What follows belongs to an exercise in optimizing a design on an open flow for small area, a short achievable clock period and few clock cycles per item; a production flow would make more cautious choices.
Only simulation tests tie the RTL to the original design; equivalence was not proved.
Power and IR drop assume default switching activity.

## the baseline
==> flow/design.v (excerpt) <==
module md5_core (
    input  wire         clk,
    input  wire         rst,       
    input  wire         start,     
    input  wire         first,     
    input  wire [511:0] block,     
    output wire         ready,
    output reg          done,
    output wire [127:0] digest     
);
For scale: ~5,800 cells after synthesis, ~890 flip-flops, about 650 I/O pins, roughly 49,000 um^2 of cells after synthesis.
==> flow/config.mk <==
export PLATFORM = sky130hd
export DESIGN_NAME = md5_core
export DESIGN_NICKNAME = md5_core
export VERILOG_FILES = /design/flow/design.v
export SDC_FILE = /design/flow/constraint.sdc
export NUM_CORES = 4
export LEC_CHECK = 0
export ABC_AREA = 1
export CAP_MARGIN = 20
export CELL_PAD_IN_SITES_DETAIL_PLACEMENT = 1
export CORE_MARGIN = 2
export CORE_UTILIZATION = 45
export CTS_BUF_LIST = sky130_fd_sc_hd__clkbuf_16
export CTS_CLUSTER_DIAMETER = 60
export CTS_CLUSTER_SIZE = 30
export PLACE_DENSITY = 0.55
export SLEW_MARGIN = 20
export SYNTH_HIERARCHICAL = 1
==> flow/constraint.sdc <==
create_clock -name core_clock -period 12.0 [get_ports {clk}]
set_input_delay 2.4000 -clock core_clock [delete_from_list [all_inputs] [get_ports {clk}]]
set_output_delay 2.4000 -clock core_clock [all_outputs]
set_load 0.01 [all_outputs]
standard.sh (not shown) runs the stock make flow with config.mk's settings and CLKGATE_MAP_FILE= SYNTH_SCRIPT=/design/flow/synth_recipe.tcl, a recipe that flattens the netlist after the stock synthesis.
==> flow/flow/run.sh <==
#!/bin/bash
# Layout flow: the standard ORFS flow (standard.sh) with two changes.
#  - Ports are buffered with sky130_fd_sc_hd__buf_1 instead of the default
#    clkdlybuf4s50_1 (every input and output still gets its own buffer).
#  - Timing repair aims at a setup slack margin of 6.5 ns at the design's
#    12 ns clock (the SDC is unchanged).
# make's output goes to make.log; each ORFS step writes its own log under
# orfs/logs/.
set -euo pipefail
export BUFFER_PORTS_ARGS="-buffer_cell sky130_fd_sc_hd__buf_1"
bash standard.sh SETUP_SLACK_MARGIN=6.5 finish > make.log 2>&1
Testbench counts of the baseline, summed over its fixed seeds: cycles 52,203, blocks 803.
Modified inputs, the candidate compared to the baseline
--- a/flow/design.v
+++ b/flow/design.v
@@ -22,13 +22,12 @@
     reg        busy;               
     reg        fin;                
     reg        iv;                 
     reg  [3:0] gn;                 
     reg  [3:0] ra;                 
     reg  [3:0] rb;                 
-    reg        rh;                 
     reg        last;               
     reg  [3:0] kn;                 
     assign ready  = !busy;
     assign digest = {h3, h2, h1, h0};
     wire accept = start && !busy;
     reg [31:0] tn;
@@ -172,15 +171,16 @@
         endcase
     end
     wire [31:0] f = (b & u) | (~b & v);
     wire [31:0] tmp;
     md5_add32 u_tmp (.a(p), .b(f), .s(tmp));
     wire [31:0] rot;
-    md5_rot u_rot (.t(tmp), .h(h1), .ra(ra), .rb(rb), .rh(rh), .y(rot));
+    md5_rot u_rot (.t(tmp), .ra(ra), .rb(rb), .y(rot));
     wire [31:0] sum_b;                 
     md5_add32 u_sb (.a(b), .b(rot), .s(sum_b));
+    wire [31:0] sum_a = h1 + b;        
     wire [31:0] sum_c = tmp;           
     wire [31:0] sum_d = h3 + d;        
     wire [31:0] pa = busy ? d : (first ? IV0 : h0);
     wire [31:0] pm = busy ? (last ? h0 : x[kn]) : block[31:0];
     wire [31:0] pk = busy ? tn : T0;
     wire [31:0] psum = pa + pm + pk;
@@ -221,13 +221,12 @@
         endcase
     end
     always @(posedge clk) begin
         gn   <= 4'b0001 << r_n1[5:4];
         ra   <= busy_n ? ra_n : 4'd0;
         rb   <= busy_n ? rb_n : 4'd0;
-        rh   <= !busy_n;
         last <= busy_n && (r_n == 6'd63);
         kn   <= busy ? kn2 : 4'd1;
     end
     always @(posedge clk) begin
         if (busy) begin
             if (last) begin
@@ -256,13 +255,13 @@
                 end
                 if (r == 6'd0 && iv) begin
                     h0 <= IV0; h1 <= IV1; h2 <= IV2; h3 <= IV3;
                 end
             end else begin
                 if (fin) begin
-                    h1 <= sum_b; h2 <= sum_c; h3 <= sum_d;
+                    h1 <= sum_a; h2 <= sum_c; h3 <= sum_d;
                 end
                 if (accept) begin
                     busy <= 1'b1;
                     iv   <= first;
                 end
             end
@@ -271,13 +270,13 @@
     always @(posedge clk) begin
         if (busy) begin
             b <= sum_b;
             c <= b;
             d <= c;
         end else if (fin && !(accept && first)) begin
-            b <= sum_b;
+            b <= sum_a;
             c <= sum_c;
             d <= sum_d;
         end else if (accept && first) begin
             b <= IV1;
             c <= IV2;
             d <= IV3;
@@ -519,17 +518,15 @@
     wire gn79 = gn63 | (pn63 & gn55);
     wire pn79 = pn63 & pn55;
     assign s = {p0_31 ^ gn78, p0_30 ^ gn77, p0_29 ^ gn76, p0_28 ^ gn75, p0_27 ^ gn74, p0_26 ^ gn73, p0_25 ^ gn72, p0_24 ^ gn71, p0_23 ^ gn70, p0_22 ^ gn69, p0_21 ^ gn68, p0_20 ^ gn67, p0_19 ^ gn66, p0_18 ^ gn65, p0_17 ^ gn64, p0_16 ^ gn55, p0_15 ^ gn54, p0_14 ^ gn53, p0_13 ^ gn52, p0_12 ^ gn51, p0_11 ^ gn50, p0_10 ^ gn49, p0_9 ^ gn48, p0_8 ^ gn35, p0_7 ^ gn34, p0_6 ^ gn33, p0_5 ^ gn32, p0_4 ^ gn17, p0_3 ^ gn16, p0_2 ^ gn0, p0_1 ^ g0_0, p0_0};
 endmodule
 module md5_rot (
     input  wire [31:0] t,
-    input  wire [31:0] h,
     input  wire  [3:0] ra,
     input  wire  [3:0] rb,
-    input  wire        rh,
     output wire [31:0] y
 );
     wire [31:0] y1 = ({32{ra[0]}} & t) | ({32{ra[1]}} & {t[30:0], t[31:31]}) |
                      ({32{ra[2]}} & {t[29:0], t[31:30]}) | ({32{ra[3]}} & {t[28:0], t[31:29]});
     assign y = ({32{rb[0]}} & {y1[27:0], y1[31:28]}) | ({32{rb[1]}} & {y1[22:0], y1[31:23]}) |
-               ({32{rb[2]}} & {y1[17:0], y1[31:18]}) | ({32{rb[3]}} & {y1[11:0], y1[31:12]}) | ({32{rh}} & h);
+               ({32{rb[2]}} & {y1[17:0], y1[31:18]}) | ({32{rb[3]}} & {y1[11:0], y1[31:12]});
 endmodule
Findings:
From the baseline to the candidate the numbers moved as follows: placement-stage worst setup slack rose by 0.074 ns; clock network fraction of design power fell by 0.9 points. Relative to the baseline, the net count of the mapped netlist of the candidate is higher by 425. kn[2]$_SDFF_PN0_ as the beginning of the critical path was reported by the baseline, and b[0]$_DFF_P_ by the candidate. The baseline has lower routed wire length than the candidate. On hold slack: the candidate sits below the baseline. Of the candidate and the baseline, the higher fraction of power consumed by sequential logic belongs to the candidate.
Testbench counts of the candidate, summed over its fixed seeds: cycles 52,203, blocks 803.

[what the ideal ports hide]
The flow's constraints put no driver on any port. The routed layouts listed below were extracted and timed again, unchanged, in two steps.
Step 1: set_driving_cell puts a clkbuf_16 on clk and a buf_2 on each other input, an assumption about the parent block.
Step 2 adds t to the input delays and takes it off the output delays; t is the mean of the earliest and latest rising clock arrival at the registers after step 1. Input paths then give back, and output paths get back, about the clock's delay inside the block.
Three values: ideal, step 1, step 2; two values: the first two.
run | t, ns | slack for setup (ns) | hold WS [ns] | worst setup path after step 2 | worst register clock-pin slew, ns
the baseline | 0.784 | 6.651 / 6.651 / 5.946 | 0.543 / 0.543 / 0.543 | input to register | 0.10 / 0.10
the candidate | 0.763 | 6.584 / 6.584 / 5.922 | 0.495 / 0.495 / 0.495 | input to register | 0.09 / 0.09
After both steps setup and hold are still met in every run listed. For the baseline, which loses most, drivers alone change the setup slack by 0.000 ns; drivers and shift together by -0.705 ns.
